From an optimization exercise on the open Yosys and OpenROAD flow, aimed at small area and few clock cycles; shortcuts taken in it are not production practice.
Function was checked by simulation only, so behaviour that the tests miss may differ from the original.
Power and IR drop assume default switching activity.

// mec_core
module mec_core (
    input  wire        CLK,
    input  wire        RST,
    input  wire        CMD_VALID,
    output wire        CMD_READY,
    input  wire [15:0] CMD,
    input  wire [63:0] A_VAL,
    input  wire [6:0]  A_LEN,
    input  wire [63:0] B_VAL,
    input  wire [6:0]  B_LEN,
    input  wire [31:0] S0,
    input  wire [31:0] S1,
    input  wire [63:0] BIN,
    output wire [63:0] R_VAL,
    output wire [6:0]  R_LEN,
    output wire [63:0] Q_VAL,
    output wire [6:0]  Q_LEN,
    output wire [31:0] R_SCL,
    output wire [63:0] BOUT,
    output wire [31:0] STATUS
);
For scale: about 200 flip-flops, roughly 560 I/O pins, roughly 0.024 sq mm of cells after synthesis.
==> flow/config.mk <==
export PLATFORM = sky130hd
export DESIGN_NAME = mec_core
export DESIGN_NICKNAME = mec_core
export VERILOG_FILES = /design/flow/design.v
export SDC_FILE = /design/flow/constraint.sdc
export NUM_CORES = 4
export LEC_CHECK = 0
export ABC_AREA = 1
export CAP_MARGIN = 30
export CORE_MARGIN = 2
export CORE_UTILIZATION = 30
export SLEW_MARGIN = 20
==> flow/constraint.sdc <==
create_clock -name core_clock -period 12.0 [get_ports {CLK}]
set_input_delay 2.4000 -clock core_clock [delete_from_list [all_inputs] [get_ports {CLK}]]
set_output_delay 2.4000 -clock core_clock [all_outputs]
set_load 0.01 [all_outputs]
standard.sh (not shown) runs the stock make flow with config.mk's settings and CLKGATE_MAP_FILE= SYNTH_SCRIPT=/design/flow/synth_recipe.tcl, a recipe that flattens the netlist after the stock synthesis.
==> flow/flow/run.sh <==
#!/bin/bash
# Layout flow: the standard ORFS flow, with two changes.
#  - The port buffers are the smallest buffer cell.
#  - Synthesis maps the logic with an area-oriented ABC script. It is the
#    standard synthesis script otherwise, so the flip-flops come out the same;
#    this is checked against the standard synthesis, and the standard netlist
#    is used if they differ.
# Each tool's output goes to a log file in this folder.
set -euo pipefail
W=$(pwd)
F="$W/flow"
R="$W/orfs/results/sky130hd/mec_core/base"
export BUFFER_PORTS_ARGS="-buffer_cell sky130_fd_sc_hd__buf_1"

# reference: the standard synthesis
bash standard.sh synth > std_synth.log 2>&1
cp "$R/1_2_yosys.v" std_1_2_yosys.v

# own synthesis: the standard script with the abc step's script replaced
{
  head -n 1 synth_recipe.tcl
  echo 'proc abc {args} {'
  echo '  set i [lsearch -exact $args -script]'
  echo "  if { \$i >= 0 } { lset args [expr { \$i + 1 }] $F/area.abc }"
  echo '  yosys abc {*}$args'
  echo '}'
  tail -n +2 synth_recipe.tcl
} > own_synth.tcl
sed "s#SYNTH_SCRIPT=[^ ]*synth_recipe.tcl#SYNTH_SCRIPT=$W/own_synth.tcl ADDER_MAP_FILE=#" standard.sh > own_standard.sh
rm -f "$R/1_2_yosys.v" "$R/1_2_yosys.sdc" "$R/1_synth.odb" "$R/1_synth.sdc"
bash own_standard.sh synth > own_synth.log 2>&1

flops() { grep -oE '^\s*sky130_fd_sc_hd__(dfxtp|edfxtp|dfrtp|dfstp|dfbbp|sdf[a-z]*|edf[a-z]*|df[a-z]*)_[0-9]+ +[^ ]+' "$1" | sed -E 's/_[0-9]+ +/ /' | sort; }
if ! cmp -s <(flops std_1_2_yosys.v) <(flops "$R/1_2_yosys.v") || [ "$(flops std_1_2_yosys.v | wc -l)" = 0 ]; then
  echo "flip-flops differ from the standard synthesis; using the standard netlist" > own_synth_fallback.log
  rm -f "$R/1_2_yosys.v" "$R/1_2_yosys.sdc" "$R/1_synth.odb" "$R/1_synth.sdc"
  bash standard.sh synth > std_synth2.log 2>&1
fi

bash own_standard.sh > own_flow.log 2>&1
==> flow/flow/area.abc <==
strash
dch -f
amap
topo
The starting point produced a clean layout.
Testbench counts at the start, summed over its fixed seeds: cycles 25,591.
Change:
==> flow/flow/area.abc (replaced) <==
strash
&get -n
&st
&syn3
&synch2
&put
dch -f
amap
&get -n
&st
&syn3
&synch2
&put
dch -f
amap
topo
CAP_MARGIN = 0   (was 30)
SLEW_MARGIN = 0   (was 20)
What happened: Global-route usage went up by 1.4 points; worst hold slack barely changes; worst setup slack loses 0.076 ns; non-clock buffer count is lower by 3; clock power hardly moves; critical path depth is higher by 8; design area shrinks by 3.0%; synthesized area fell by 2.2%; die area came out lower by 2.1%.
Change:
==> flow/flow/run.sh (replaced) <==
#!/bin/bash
# Standard layout, with the port buffers made of the smallest buffer cell.
set -euo pipefail
export BUFFER_PORTS_ARGS="-buffer_cell sky130_fd_sc_hd__buf_1"
bash standard.sh > standard.log 2>&1
CAP_MARGIN = 30   (was 0)
SLEW_MARGIN = 20   (was 0)
removed: flow/flow/area.abc
The changed run completed with no timing, DRC or antenna violations.
Wire length is higher by 8.6%.
Worst setup slack improved by 1.8 ns.
Fmax rises by 21%.
First-iteration DRC count went up by 7.6%.
Cell area rose by 14%.
Non-clock buffer count falls by 38.
Via count goes up by 9.7%.
Power goes up by 13%.
Core utilization fell by 2.6 points.

========
Another version of the RTL of mec_core (not shown whole).
For scale: roughly 3300 cells after synthesis, roughly 560 I/O pins, about 21000 µm² of cells after synthesis.
clock: 12.0 ns
lec_check: 0
abc_area: 1
cap_margin: 10
core_area: 2 2 318 318
die_area: 0 0 320 320
gpl_timing_driven: 0
place_density: 0.75
slew_margin: 10
==> flow/flow/run.sh <==
#!/bin/bash
# Layout flow: the standard ORFS flow, with two changes.
#  - The port buffers are the smallest buffer cell.
#  - Synthesis maps the logic with an area-oriented ABC script, and without
#    the full-adder extraction and fast-adder mapping passes. It is the
#    standard synthesis script otherwise, so the flip-flops come out the same;
#    this is checked against the standard synthesis, and the standard netlist
#    is used if they differ.
# Each tool's output goes to a log file in this folder.
set -euo pipefail
W=$(pwd)
F="$W/flow"
R="$W/orfs/results/sky130hd/mec_core/base"
export BUFFER_PORTS_ARGS="-buffer_cell sky130_fd_sc_hd__buf_1"

# reference: the standard synthesis
bash standard.sh synth > std_synth.log 2>&1
cp "$R/1_2_yosys.v" std_1_2_yosys.v

# own synthesis: the standard script with the abc step's script replaced
{
  head -n 1 synth_recipe.tcl
  echo 'proc abc {args} {'
  echo '  set i [lsearch -exact $args -script]'
  echo "  if { \$i >= 0 } { lset args [expr { \$i + 1 }] $F/area.abc }"
  echo '  yosys abc {*}$args'
  echo '}'
  tail -n +2 synth_recipe.tcl
} > own_synth.tcl
sed "s#SYNTH_SCRIPT=[^ ]*synth_recipe.tcl#SYNTH_SCRIPT=$W/own_synth.tcl ADDER_MAP_FILE= SYNTH_OPERATIONS_ARGS=-noshare#" standard.sh > own_standard.sh
rm -f "$R/1_2_yosys.v" "$R/1_2_yosys.sdc" "$R/1_synth.odb" "$R/1_synth.sdc"
bash own_standard.sh synth > own_synth.log 2>&1

flops() { grep -oE '^\s*sky130_fd_sc_hd__(dfxtp|edfxtp|dfrtp|dfstp|dfbbp|sdf[a-z]*|edf[a-z]*|df[a-z]*)_[0-9]+ +[^ ]+' "$1" | sed -E 's/_[0-9]+ +/ /' | sort; }
if ! cmp -s <(flops std_1_2_yosys.v) <(flops "$R/1_2_yosys.v") || [ "$(flops std_1_2_yosys.v | wc -l)" = 0 ]; then
  echo "flip-flops differ from the standard synthesis; using the standard netlist" > own_synth_fallback.log
  rm -f "$R/1_2_yosys.v" "$R/1_2_yosys.sdc" "$R/1_synth.odb" "$R/1_synth.sdc"
  bash standard.sh synth > std_synth2.log 2>&1
fi

bash own_standard.sh > own_flow.log 2>&1
==> flow/flow/area.abc <==
strash
&get -n
&st
&syn3
&synch2
&put
dch -f
amap
&get -n
&st
&syn3
&synch2
&put
dch -f
amap
topo
The first run completed without violations.
Testbench counts at the start, summed over its fixed seeds: cycles 25,591.
==> next run, changes <==
--- a/flow/config.mk
+++ b/flow/config.mk
@@ -8,7 +8,5 @@
 export ABC_AREA = 1
 export CAP_MARGIN = 10
-export CORE_AREA = 2 2 318 318
-export DIE_AREA = 0 0 320 320
-export GPL_TIMING_DRIVEN = 0
-export PLACE_DENSITY = 0.75
+export CORE_AREA = 2 2 283 283
+export DIE_AREA = 0 0 285 285
 export SLEW_MARGIN = 10
After rerunning: Global-route usage goes up by 5.8 points; routed wire length drops by 3.8%; via count barely changes; clock skew fell by 0.0044 ns; worst setup slack gains 1.0 ns; sequential share of layout area barely changes; flip-flop and latch count is unchanged; final cell count came out lower by 2.5%; critical path depth climbs by 12; synthesized cell count does not change; total power climbs by 3.5%.
==> next run, changes <==
--- a/flow/config.mk
+++ b/flow/config.mk
@@ -8,5 +8,5 @@
 export ABC_AREA = 1
 export CAP_MARGIN = 10
-export CORE_AREA = 2 2 283 283
-export DIE_AREA = 0 0 285 285
+export CORE_AREA = 2 2 318 318
+export DIE_AREA = 0 0 320 320
 export SLEW_MARGIN = 10
Outcome: Combinational power went up by a few percent. Worst setup slack gains 0.17 ns. Cell area rose by a few percent. Sequential share of layout area shrinks by 0.46 points. Via count goes up slightly. Sequential power hardly moves. Power climbs by a few percent. Register-to-register slack degrades by 0.30 ns.
==> next run, changes <==
--- a/flow/config.mk
+++ b/flow/config.mk
@@ -8,5 +8,7 @@
 export ABC_AREA = 1
 export CAP_MARGIN = 10
-export CORE_AREA = 2 2 318 318
-export DIE_AREA = 0 0 320 320
+export CORE_AREA = 2 2 283 283
+export CTS_CLUSTER_DIAMETER = 100
+export CTS_CLUSTER_SIZE = 30
+export DIE_AREA = 0 0 285 285
 export SLEW_MARGIN = 10
Result: Count of clock-buffer cells in the layout went up by 2. Routed wire length fell by 6.1%. Global-route usage went up by 4.8 points.
==> next run, changes <==
==> flow/config.mk (replaced) <==
export PLATFORM = sky130hd
export DESIGN_NAME = mec_core
export DESIGN_NICKNAME = mec_core
export VERILOG_FILES = /design/flow/design.v
export SDC_FILE = /design/flow/constraint.sdc
export NUM_CORES = 4
export LEC_CHECK = 0
export ABC_AREA = 1
export CAP_MARGIN = 5
export CORE_MARGIN = 2
export CORE_UTILIZATION = 30
export PLACE_DENSITY = 0.5
export SLEW_MARGIN = 5
Cell area went down by about 3%.
Count of clock-buffer cells in the layout goes down by 3.
Wire length decreases by about 3.6%.
Final cell count went down by 3.9%.
Die area fell by about 10%.
Area after synthesis is unchanged.
Register-to-register slack loses 0.84 ns.
Combinational power decreases by about 8%.
Clock power goes up by about 3%.
Via count went down by about 2%.

separate check: timing with driven ports:
The flow's constraints put no driver on any port. The routed layouts listed below were extracted and timed again, unchanged, in two steps. Step 1: set_driving_cell puts a clkbuf_16 on CLK and a buf_2 on each other input, an assumption about the parent block. Step 2 adds t to the input delays and takes it off the output delays; t is the mean of the earliest and latest rising clock arrival at the registers after step 1. Input paths then give back, and output paths get back, about the clock's delay inside the block. Slacks: ideal ports / drivers / drivers and shift; pairs: ideal ports / drivers.
run	t, ns	setup slack, ns	pins driven straight from the clock port
the first run of note 1	0.554	1.392 / 1.392 / 1.392	1
the second run of note 1	0.573	1.316 / 1.316 / 1.316	1
the third run of note 1	0.563	3.163 / 3.163 / 3.163	1
the first run of note 2	0.567	0.444 / 0.444 / 0.444	1
the second run of note 2	0.569	1.480 / 1.522 / 0.953	1
the third run of note 2	0.573	1.648 / 1.691 / 1.118	1
the fourth run of note 2	0.569	1.480 / 1.522 / 0.953	1
the fifth run of note 2	0.566	1.400 / 1.437 / 0.872	1
After both steps every run listed still meets setup and hold. The setup slack of the third run of note 2, which loses most, moves by +0.043 ns with the drivers and by -0.530 ns with both steps.
